This design comes from an exercise in tuning for small area on the open sky130 flow, not from production work. The RTL was checked by simulation tests, not by an equivalence proof against the original design. Power and IR drop assume default switching activity.

**flow/design.v**
```verilog
module grprp_core (
    input  wire        clk,
    input  wire        por,          
    input  wire        tick,         
    input  wire [7:0]  cmd,          
    output reg  [31:0] resp,         
    output reg  [10:0] out,          
    output reg  [2:0]  fault_code    
);
    localparam [31:0] TICK_NUM = 32'd262_144_123;
    localparam [31:0] TICK_DEN = 32'd1000;
    localparam [31:0] NUM_DIV  = TICK_NUM / TICK_DEN;    
    localparam [9:0]  NUM_MOD  = TICK_NUM % TICK_DEN;    
    localparam [9:0]  DEN      = TICK_DEN[9:0];
    localparam        START_ACTIVE_LEVEL = 1'b1;
    localparam        SOAK_HEAT_PATH     = 1'b1;
    localparam [31:0] DUR_DRAINING             = 32'd2_500_000;
    localparam [31:0] DUR_LOCKING              = 32'd1_048_576;
    localparam [31:0] DUR_SEPARATOR_TRANSITION = 32'd786_432;
    localparam [31:0] DUR_WATER_PUMPING        = 32'd1_600_000;
    localparam [31:0] DUR_HEATING              = 32'h0C00_0000;
    localparam [31:0] DUR_HEATED_MIXING        = 32'd1_300_000;
    localparam [31:0] DUR_MIXING               = 32'd1_300_001;
    localparam [31:0] DUR_RINSING              = 32'd1_835_010;
    localparam [31:0] DUR_SEPARATOR_HOLDING    = 32'd0;
    localparam [31:0] DUR_BLENDING             = 32'd2_359_297;
    localparam [2:0] OP_NOP       = 3'd0;
    localparam [2:0] OP_CLK_INIT  = 3'd1;
    localparam [2:0] OP_TICK_EN   = 3'd2;
    localparam [2:0] OP_CLK_TICK  = 3'd3;
    localparam [2:0] OP_CLK_NOW   = 3'd4;
    localparam [2:0] OP_CTRL_INIT = 3'd5;
    localparam [2:0] OP_POLL      = 3'd6;
    localparam [2:0] OP_RSV       = 3'd7;
    localparam [2:0] F_NONE          = 3'd0;
    localparam [2:0] F_CLOCK_UNINIT  = 3'd1;
    localparam [2:0] F_CLOCK_REINIT  = 3'd2;
    localparam [2:0] F_CTRL_UNINIT   = 3'd3;
    localparam [2:0] F_CTRL_REINIT   = 3'd4;
    localparam [2:0] F_RESERVED_OP   = 3'd5;
    localparam [2:0] F_RESERVED_BITS = 3'd6;
    localparam [2:0] F_INVALID_STATE = 3'd7;
    localparam [4:0] S_INITIAL_DRAINING          = 5'd0;
    localparam [4:0] S_INITIAL_IDLING            = 5'd1;
    localparam [4:0] S_INITIAL_LOCKING           = 5'd2;
    localparam [4:0] S_INITIAL_UNLOCKING         = 5'd3;
    localparam [4:0] S_INITIAL_SETUP_SEP_OPENING = 5'd4;
    localparam [4:0] S_INITIAL_SETUP_WATER_PUMP  = 5'd5;
    localparam [4:0] S_INITIAL_SETUP_SEP_CLOSING = 5'd6;
    localparam [4:0] S_SOAK_WATER_PUMPING        = 5'd7;
    localparam [4:0] S_SOAK_WATER_HEATING        = 5'd8;
    localparam [4:0] S_SOAK_WATER_HEATED_MIXING  = 5'd9;
    localparam [4:0] S_SOAK_WATER_MIXING         = 5'd10;
    localparam [4:0] S_SOAK_WATER_DRAINING       = 5'd11;
    localparam [4:0] S_RINSE_WATER_PUMPING       = 5'd12;
    localparam [4:0] S_RINSE_WATER_DRAINING      = 5'd13;
    localparam [4:0] S_SEPARATOR_OPENING         = 5'd14;
    localparam [4:0] S_SEPARATOR_HOLDING         = 5'd15;
    localparam [4:0] S_SEPARATOR_CLOSING         = 5'd16;
    localparam [4:0] S_BLENDING                  = 5'd17;
    localparam [4:0] S_PULP_DRAINING             = 5'd18;
    localparam [4:0] S_SETUP_SEP_OPENING         = 5'd19;
    localparam [4:0] S_SETUP_WATER_PUMPING       = 5'd20;
    localparam [4:0] S_SETUP_SEP_CLOSING         = 5'd21;
    localparam [4:0] S_IDLING                    = 5'd22;
    localparam [4:0] S_LOCKING                   = 5'd23;
    localparam [4:0] S_UNLOCKING                 = 5'd24;
    reg [31:0] millis;
    reg [9:0]  frac;
    reg        tick_en;
    reg        clk_rdy;
    reg        ctl_rdy;
    reg [4:0]  state;
    reg [31:0] last;
    reg        stopping;
    wire [2:0] op       = cmd[2:0];
    wire       halted   = (fault_code != F_NONE);
    wire       rsv_bits = (op == OP_POLL) ? (cmd[7:5] != 3'b000) : (cmd[7:3] != 5'b00000);
    reg  [2:0] cmd_fault;
    always @(*) begin
        cmd_fault = F_NONE;
        case (op)
            OP_NOP: cmd_fault = F_NONE;
            OP_RSV: cmd_fault = F_RESERVED_OP;
            OP_CLK_INIT: begin
                if (rsv_bits)     cmd_fault = F_RESERVED_BITS;
                else if (clk_rdy) cmd_fault = F_CLOCK_REINIT;
            end
            OP_TICK_EN, OP_CLK_NOW: begin
                if (rsv_bits)      cmd_fault = F_RESERVED_BITS;
                else if (!clk_rdy) cmd_fault = F_CLOCK_UNINIT;
            end
            OP_CLK_TICK: begin
                if (rsv_bits) cmd_fault = F_RESERVED_BITS;
            end
            OP_CTRL_INIT: begin
                if (rsv_bits)      cmd_fault = F_RESERVED_BITS;
                else if (!clk_rdy) cmd_fault = F_CLOCK_UNINIT;
                else if (ctl_rdy)  cmd_fault = F_CTRL_REINIT;
            end
            OP_POLL: begin
                if (rsv_bits)           cmd_fault = F_RESERVED_BITS;
                else if (!clk_rdy)      cmd_fault = F_CLOCK_UNINIT;
                else if (!ctl_rdy)      cmd_fault = F_CTRL_UNINIT;
                else if (state > 5'd24) cmd_fault = F_INVALID_STATE;
            end
        endcase
    end
    wire do_cmd       = !halted && (cmd_fault == F_NONE);
    wire do_clk_init  = do_cmd && (op == OP_CLK_INIT);
    wire do_tick_en   = do_cmd && (op == OP_TICK_EN);
    wire do_cmd_tick  = do_cmd && (op == OP_CLK_TICK);
    wire do_clk_now   = do_cmd && (op == OP_CLK_NOW);
    wire do_ctrl_init = do_cmd && (op == OP_CTRL_INIT);
    wire do_poll      = do_cmd && (op == OP_POLL);
    wire ticks_on   = !halted && clk_rdy && tick_en;
    wire take_strb  = ticks_on && tick;
    wire take_ctick = ticks_on && do_cmd_tick;
    wire [10:0] fsum1  = {1'b0, frac} + {1'b0, NUM_MOD};
    wire        carry1 = (fsum1 >= {1'b0, DEN});
    wire [9:0]  frac1  = carry1 ? (fsum1[9:0] - DEN) : fsum1[9:0];
    wire [31:0] mil1   = millis + NUM_DIV + {31'd0, carry1};
    wire [9:0]  frac_a = take_strb ? frac1 : frac;
    wire [31:0] mil_a  = take_strb ? mil1  : millis;
    wire [10:0] fsum2  = {1'b0, frac_a} + {1'b0, NUM_MOD};
    wire        carry2 = (fsum2 >= {1'b0, DEN});
    wire [9:0]  frac2  = carry2 ? (fsum2[9:0] - DEN) : fsum2[9:0];
    wire [31:0] mil2   = mil_a + NUM_DIV + {31'd0, carry2};
    wire [9:0]  frac_b = take_ctick ? frac2 : frac_a;
    wire [31:0] mil_b  = take_ctick ? mil2  : mil_a;
    wire [31:0] elapsed  = millis - last;
    wire        starting = (cmd[3] == START_ACTIVE_LEVEL);
    wire        stop_act = (cmd[4] == 1'b0);
    wire        sp       = stopping | stop_act;
    reg        has_next;
    reg [4:0]  next_state;
    always @(*) begin
        has_next   = 1'b0;
        next_state = state;
        case (state)
            S_INITIAL_DRAINING:
                if (elapsed >= DUR_DRAINING) begin has_next = 1'b1; next_state = S_INITIAL_IDLING; end
            S_INITIAL_IDLING:
                if (starting) begin has_next = 1'b1; next_state = S_INITIAL_LOCKING; end
            S_INITIAL_LOCKING:
                if (!starting) begin has_next = 1'b1; next_state = S_INITIAL_UNLOCKING; end
                else if (elapsed >= DUR_LOCKING) begin has_next = 1'b1; next_state = S_INITIAL_SETUP_SEP_OPENING; end
            S_INITIAL_UNLOCKING:
                if (elapsed >= DUR_LOCKING) begin has_next = 1'b1; next_state = S_INITIAL_IDLING; end
            S_INITIAL_SETUP_SEP_OPENING:
                if (elapsed >= DUR_SEPARATOR_TRANSITION) begin has_next = 1'b1; next_state = S_INITIAL_SETUP_WATER_PUMP; end
            S_INITIAL_SETUP_WATER_PUMP:
                if (elapsed >= DUR_WATER_PUMPING) begin has_next = 1'b1; next_state = S_INITIAL_SETUP_SEP_CLOSING; end
            S_INITIAL_SETUP_SEP_CLOSING:
                if (elapsed >= DUR_SEPARATOR_TRANSITION) begin has_next = 1'b1; next_state = S_SOAK_WATER_PUMPING; end
            S_SOAK_WATER_PUMPING:
                if (sp) begin has_next = 1'b1; next_state = S_SOAK_WATER_DRAINING; end
                else if (elapsed >= DUR_WATER_PUMPING) begin
                    has_next   = 1'b1;
                    next_state = SOAK_HEAT_PATH ? S_SOAK_WATER_HEATING : S_SOAK_WATER_DRAINING;
                end
            S_SOAK_WATER_HEATING:
                if (sp) begin has_next = 1'b1; next_state = S_SOAK_WATER_DRAINING; end
                else if (elapsed >= DUR_HEATING) begin has_next = 1'b1; next_state = S_SOAK_WATER_HEATED_MIXING; end
            S_SOAK_WATER_HEATED_MIXING:
                if (sp) begin has_next = 1'b1; next_state = S_SOAK_WATER_DRAINING; end
                else if (elapsed >= DUR_HEATED_MIXING) begin has_next = 1'b1; next_state = S_SOAK_WATER_MIXING; end
            S_SOAK_WATER_MIXING:
                if (sp || elapsed >= DUR_MIXING) begin has_next = 1'b1; next_state = S_SOAK_WATER_DRAINING; end
            S_SOAK_WATER_DRAINING:
                if (elapsed >= DUR_DRAINING) begin
                    has_next   = 1'b1;
                    next_state = sp ? S_IDLING : S_RINSE_WATER_PUMPING;
                end
            S_RINSE_WATER_PUMPING:
                if (sp || elapsed >= DUR_RINSING) begin has_next = 1'b1; next_state = S_RINSE_WATER_DRAINING; end
            S_RINSE_WATER_DRAINING:
                if (elapsed >= DUR_DRAINING) begin
                    has_next   = 1'b1;
                    next_state = sp ? S_IDLING : S_SEPARATOR_OPENING;
                end
            S_SEPARATOR_OPENING:
                if (elapsed >= DUR_SEPARATOR_TRANSITION) begin has_next = 1'b1; next_state = S_SEPARATOR_HOLDING; end
            S_SEPARATOR_HOLDING:
                if (elapsed >= DUR_SEPARATOR_HOLDING) begin has_next = 1'b1; next_state = S_SEPARATOR_CLOSING; end
            S_SEPARATOR_CLOSING:
                if (elapsed >= DUR_SEPARATOR_TRANSITION) begin has_next = 1'b1; next_state = S_BLENDING; end
            S_BLENDING:
                if (elapsed >= DUR_BLENDING) begin has_next = 1'b1; next_state = S_PULP_DRAINING; end
            S_PULP_DRAINING:
                if (elapsed >= DUR_DRAINING) begin has_next = 1'b1; next_state = S_SETUP_SEP_OPENING; end
            S_SETUP_SEP_OPENING:
                if (elapsed >= DUR_SEPARATOR_TRANSITION) begin has_next = 1'b1; next_state = S_SETUP_WATER_PUMPING; end
            S_SETUP_WATER_PUMPING:
                if (elapsed >= DUR_WATER_PUMPING) begin has_next = 1'b1; next_state = S_SETUP_SEP_CLOSING; end
            S_SETUP_SEP_CLOSING:
                if (elapsed >= DUR_SEPARATOR_TRANSITION) begin has_next = 1'b1; next_state = S_IDLING; end
            S_IDLING:
                if (starting) begin has_next = 1'b1; next_state = S_LOCKING; end
            S_LOCKING:
                if (!starting) begin has_next = 1'b1; next_state = S_UNLOCKING; end
                else if (elapsed >= DUR_LOCKING) begin has_next = 1'b1; next_state = S_SOAK_WATER_PUMPING; end
            S_UNLOCKING:
                if (elapsed >= DUR_LOCKING) begin has_next = 1'b1; next_state = S_IDLING; end
            default: ;
        endcase
    end
    wire next_is_idle = (next_state == S_IDLING) || (next_state == S_INITIAL_IDLING);
    reg [10:0] exit_mask;     
    reg [10:0] entry_mask;    
    always @(*) begin
        case (state)
            5'd0:  exit_mask = 11'h003;
            5'd1:  exit_mask = 11'h400;
            5'd2:  exit_mask = 11'h180;
            5'd3:  exit_mask = 11'h080;
            5'd4:  exit_mask = 11'h060;
            5'd5:  exit_mask = 11'h200;
            5'd6:  exit_mask = 11'h020;
            5'd7:  exit_mask = 11'h200;
            5'd8:  exit_mask = 11'h008;
            5'd9:  exit_mask = 11'h018;
            5'd10: exit_mask = 11'h010;
            5'd11: exit_mask = 11'h002;
            5'd12: exit_mask = 11'h200;
            5'd13: exit_mask = 11'h002;
            5'd14: exit_mask = 11'h060;
            5'd15: exit_mask = 11'h000;
            5'd16: exit_mask = 11'h020;
            5'd17: exit_mask = 11'h004;
            5'd18: exit_mask = 11'h001;
            5'd19: exit_mask = 11'h060;
            5'd20: exit_mask = 11'h200;
            5'd21: exit_mask = 11'h020;
            5'd22: exit_mask = 11'h400;
            5'd23: exit_mask = 11'h180;
            5'd24: exit_mask = 11'h080;
            default: exit_mask = 11'h000;
        endcase
        case (next_state)
            5'd0:  entry_mask = 11'h003;
            5'd1:  entry_mask = 11'h400;
            5'd2:  entry_mask = 11'h180;
            5'd3:  entry_mask = 11'h080;
            5'd4:  entry_mask = 11'h060;
            5'd5:  entry_mask = 11'h200;
            5'd6:  entry_mask = 11'h020;
            5'd7:  entry_mask = 11'h200;
            5'd8:  entry_mask = 11'h008;
            5'd9:  entry_mask = 11'h018;
            5'd10: entry_mask = 11'h010;
            5'd11: entry_mask = 11'h002;
            5'd12: entry_mask = 11'h200;
            5'd13: entry_mask = 11'h002;
            5'd14: entry_mask = 11'h060;
            5'd15: entry_mask = 11'h000;
            5'd16: entry_mask = 11'h020;
            5'd17: entry_mask = 11'h004;
            5'd18: entry_mask = 11'h001;
            5'd19: entry_mask = 11'h060;
            5'd20: entry_mask = 11'h200;
            5'd21: entry_mask = 11'h020;
            5'd22: entry_mask = 11'h400;
            5'd23: entry_mask = 11'h180;
            5'd24: entry_mask = 11'h080;
            default: entry_mask = 11'h000;
        endcase
    end
    localparam [10:0] ENTRY_INITIAL_DRAINING = 11'h003;
    always @(posedge clk) begin
        if (por) begin
            tick_en    <= 1'b0;
            clk_rdy    <= 1'b0;
            ctl_rdy    <= 1'b0;
            fault_code <= F_NONE;
            out        <= 11'd0;
        end else if (!halted) begin
            if (cmd_fault != F_NONE)
                fault_code <= cmd_fault;
            if (do_clk_init)
                clk_rdy <= 1'b1;
            if (do_tick_en)
                tick_en <= 1'b1;
            if (do_ctrl_init) begin
                ctl_rdy <= 1'b1;
                out     <= out ^ ENTRY_INITIAL_DRAINING;
            end
            if (do_poll && has_next)
                out <= out ^ exit_mask ^ entry_mask;
        end
    end
    always @(posedge clk) begin
        if (!por) begin
            if (do_clk_init) begin
                millis <= 32'd0;
                frac   <= 10'd0;
            end else begin
                millis <= mil_b;
                frac   <= frac_b;
            end
            if (do_ctrl_init) begin
                state    <= S_INITIAL_DRAINING;
                last     <= millis;
                stopping <= 1'b0;
            end else if (do_poll) begin
                if (has_next) begin
                    state    <= next_state;
                    last     <= millis;
                    stopping <= next_is_idle ? 1'b0 : sp;
                end else begin
                    stopping <= sp;
                end
            end
            if (do_clk_now)
                resp <= millis;
            else if (do_poll)
                resp <= {31'd0, has_next};
        end
    end
endmodule
```
**flow/run.sh**
```bash
#!/bin/bash
# synth_recipe.tcl (not shown) runs the flow's synth.tcl, then flattens the netlist and writes it again
# the make line also repeats each setting of config.mk as NAME=value (left out here)
make -C /OpenROAD-flow-scripts/flow DESIGN_CONFIG=/design/flow/config.mk WORK_HOME=/design/flow/orfs CLKGATE_MAP_FILE= SYNTH_SCRIPT=/design/flow/synth_recipe.tcl finish
```
**flow/config.mk**
```make
export PLATFORM = sky130hd
export DESIGN_NAME = grprp_core
export DESIGN_NICKNAME = grprp_core
export VERILOG_FILES = /design/flow/design.v
export SDC_FILE = /design/flow/constraint.sdc
export NUM_CORES = 4
export LEC_CHECK = 0
export CAP_MARGIN = 20
export CORE_MARGIN = 2
export CORE_UTILIZATION = 40
export SLEW_MARGIN = 20
```
**flow/constraint.sdc**
```tcl
create_clock -name core_clock -period 6.5 [get_ports {clk}]
set_input_delay 1.3000 -clock core_clock [delete_from_list [all_inputs] [get_ports {clk}]]
set_output_delay 1.3000 -clock core_clock [all_outputs]
set_load 0.01 [all_outputs]
```
==> results_dict.tcl <==
set metrics [dict create \
    max_freq_ghz 0.163 \
    max-cap-violations 0 \
    pre_cts_ws_ps 59.6 \
    async_flop_share_pct 0 \
    fin_crit_sh_pct 94.6 \
    antenna_found_initial 0 \
    finClkSkew_ps 13.3 \
    ctsRootBufferMaster "clkbuf_16" \
    h-tree-depth 4 \
    top_layer "met4" \
    synth_top_cell_by_area "edfxtp_1" \
    io_buffers 56 \
    grt_overflow 0 \
    synth_fp_nets 1502 \
    yosysUniqueCellTypes 110 \
    first_global_vias 10504 \
    regArea_sq_um 3920 \
    grt_max_degree 46 \
    multi_input_area_sq_um 7670 \
    crit_type "reg -> reg" \
    coreArea_sq_um 29700 \
    finalNetCount 1573 \
    cts.sinks 140 \
    met3_wirelength_um 1570 \
    slew_headroom_pct 33.2 \
    cts_made_buffers 17 \
    post_drt_wl_per_cell_um 17.6 \
    avgSynthCellArea_sq_um 8.40 \
    cp_slowest_stage_delay_ps 550 \
    hold_class "reg -> reg" \
    rsz0062_at_grt "no" \
    num_rows 63 \
    ys_seq_elements 140 \
    drc 0 \
    die-area_sq_um 31700 \
    synth_area_sq_um 12100 \
    cp_max_fo 8 \
    worst-slew-pin-transition_ps 998 \
    crit_arrival_ps 6320 \
    nFillCells 2886 \
    vias 11196 \
    crit_top_cell "ha_1" \
    wl_met2_um 15700 \
    ys_seq_area_share_pct 32.4 \
    synth.area.top_cells "edfxtp_1, ha_1, nor2_1, dfxtp_1, nand2_1" \
    slowest_stage "or4_4" \
    drive_above_1_share_pct 10.6 \
    finalHoldViolCount 0 \
    drtPass1Iterations 5 \
    tritoncts "done" \
    ys_warn_count 1 \
    p_leak_nw 5.12 \
    clkLatencyLatePin_ps 440 \
    synth_ff_type "edfxtp_1" \
    antenna_left 0 \
    wl_met1_um 15600 \
    synth-edff-count 112 \
    powerDensity_nw_per_um2 170 \
    synth_top_cell_area_share_pct 27.8 \
    startpoint_type "flop" \
    initial_core_util_pct 40.7 \
    fp.dieH_um 178 \
    cts.clk_slew.worst_paths_ps 60 \
    avgViaCountPerCell 5.85 \
    gp_congestion 0.913 \
    crit_required_ps 6670 \
    slew_viol_final 0 \
    status "finished clean" \
    totalWireLength_um 33600 \
    setup_tns_ps 0 \
    endpoint_kind "flop" \
    top_level_ports 57 \
    clk_path_buf_depth 2 \
    hpwl_um 25100 \
    grt_pass1_wl_um 54100 \
    setup_violations 0 \
    fin_ws_ps 349 \
    syn_inst 1441 \
    area_growth_pct 15.7 \
    peakVddDrop_uv 168 \
    antenna_cells 0 \
    grt_usage_pct 21.5 \
    cts_hold_buf 0 \
    dieWidth_um 178 \
    drt-initial-drc-count 888 \
    period_minus_slack_ps 6150 \
]
[logic make-up (layout without fill, tap and decap cells)]
group	count (synthesis)	count (layout)	share of synthesized area [%]
simple gates	619	619	26.9
buf+inv	140	223	4.75
mux	26	26	2.22
xor+xnor	87	87	6.47
flops	140	140	32.4
compound gates	378	378	21.9
fa+ha+maj	51	51	5.31
[synth_stat cells (16+ instances only)]
cell and number:
mux2i_1 19, clkbuf_1 40, nor3_1 55, and3_1 22
dfxtp_1 28, or3_1 28, xor2_1 36, nor2_1 151
a21o_1 16, nor4_1 17, o21a_1 17, nand2b_1 18
nand3_1 52, a31oi_1 20, nand2_1 120, a21oi_1 85
a211oi_1 16, inv_1 68, edfxtp_1 112, o21ai_0 79
ha_1 49, buf_2 19, nand4_1 26, xnor2_1 49
and2_1 40
[what timing repair did]
| action | 4_1_cts | 5_1_grt |
|---|---|---|
| endpoints found under the setup margin | 0 | 13 |
| buffers inserted | 0 | 5 |
| resized for setup | 0 | 14 |
[flip-flops by register name, summed over array words and instances, names as in the netlist]
register and count:
frac 10, out 11, exit_mask 11, state 5, tick_en 1, clk_rdy 1, resp 32, stopping 1
last 32, millis 32, ctl_rdy 1, fault_code 3
[final timing paths]
check,start,to,slack (ps),depth (start not counted)
max,frac[1]$_SDFFCE_PP0N_,millis[23]$_SDFFCE_PP0N_,350,26
min,out[2]$_SDFFE_PP0P_,out[2]$_SDFFE_PP0P_,500,2
max reg2reg,frac[1]$_SDFFCE_PP0N_,millis[23]$_SDFFCE_PP0N_,350,26
min reg2reg,out[2]$_SDFFE_PP0P_,out[2]$_SDFFE_PP0P_,500,2
[routing by layer]
metal / vias to the layer above / global-route usage, %
li1: 5501 / -
met1: 5317 / 28.9
met2: 325 / 34.6
met3: 53 / 3.53
met4: 0 / 7.68
met5: - / 0
[power by group]
group          switching, mW  internal (mW)  total, mW
combinational          0.210          0.138      0.348
clock                  0.392          0.638       1.03
sequential            0.0215          0.984       1.01
total                  0.623           1.76       2.38
[cells in the final DEF, fill, tap and decap left out, types with 15 or more instances in the layout]
cell type,instances
inv_1,67
nand3_1,52
o21ai_0,77
or3_1,28
o21a_1,15
buf_4,65
a21o_1,16
mux2i_1,19
ha_1,49
a21oi_1,85
edfxtp_1,112
nor2b_1,15
a211oi_1,16
dfxtp_1,28
xnor2_1,49
a31oi_1,20
nor2_1,150
and2_1,40
nor3_1,50
and3_1,22
nand2b_1,17
xor2_1,36
clkbuf_16,17
nor4_1,17
nand2_1,120
nand4_1,26
clkdlybuf4s50_1,56
[metrics by stage]
step	cell area [sq um]	hold slack (ps)	util [%]	cells	total power [mW]
CTS	13900	505	46.8	1909	2.39
global route	14000	536	47.1	1914	2.46
floorplan	12100	443	-	1441	1.26
detailed placement	13300	486	44.8	1878	1.36
finish	14000	499	47.1	1914	2.38
global placement	13300	484	44.8	1878	1.36
[final cells by class]
cell class	instances	area share, %
Sequential cell	140	28.0
Tap cell	390	3.49
Inverter	71	1.90
Clock buffer	19	3.09
Multi-Input combinational cell	1161	54.8
Clock inverter	12	1.22
Timing Repair Buffer	121	7.49
[worst max-delay path: cells and delay by family (launching register included)]
family                     cells  cell delay [ps]
adders and majority gates      3              620
and+or+nand+nor               10             2420
AOI/OAI and AO/OA              8             1920
xor gates and xnor gates       3              460
buffers and inverters          2              120
DFF                            1              340

[port drivers added, routing unchanged]
The flow's constraints put no driver on any port. The routed layout listed below was extracted and timed again, unchanged, in two steps.
Step 1: set_driving_cell puts a clkbuf_16 on clk and a buf_2 on each other input, an assumption about the parent block.
Step 2 times the ports against the registers' clock, not the clock port: input delays grow and output delays shrink by t, the midpoint of the rising clock arrivals with the driver on.
Slacks: ideal / step 1 / step 2; pairs: ideal / step 1.
t (ns): 0.481
slack for setup (ns): 0.349 / 0.349 / 0.174
cell pins on the clock port's net: 1
After both steps this run still meets setup and hold. The setup slack of this run moves by 0.000 ns with the drivers and by -0.175 ns with both steps.
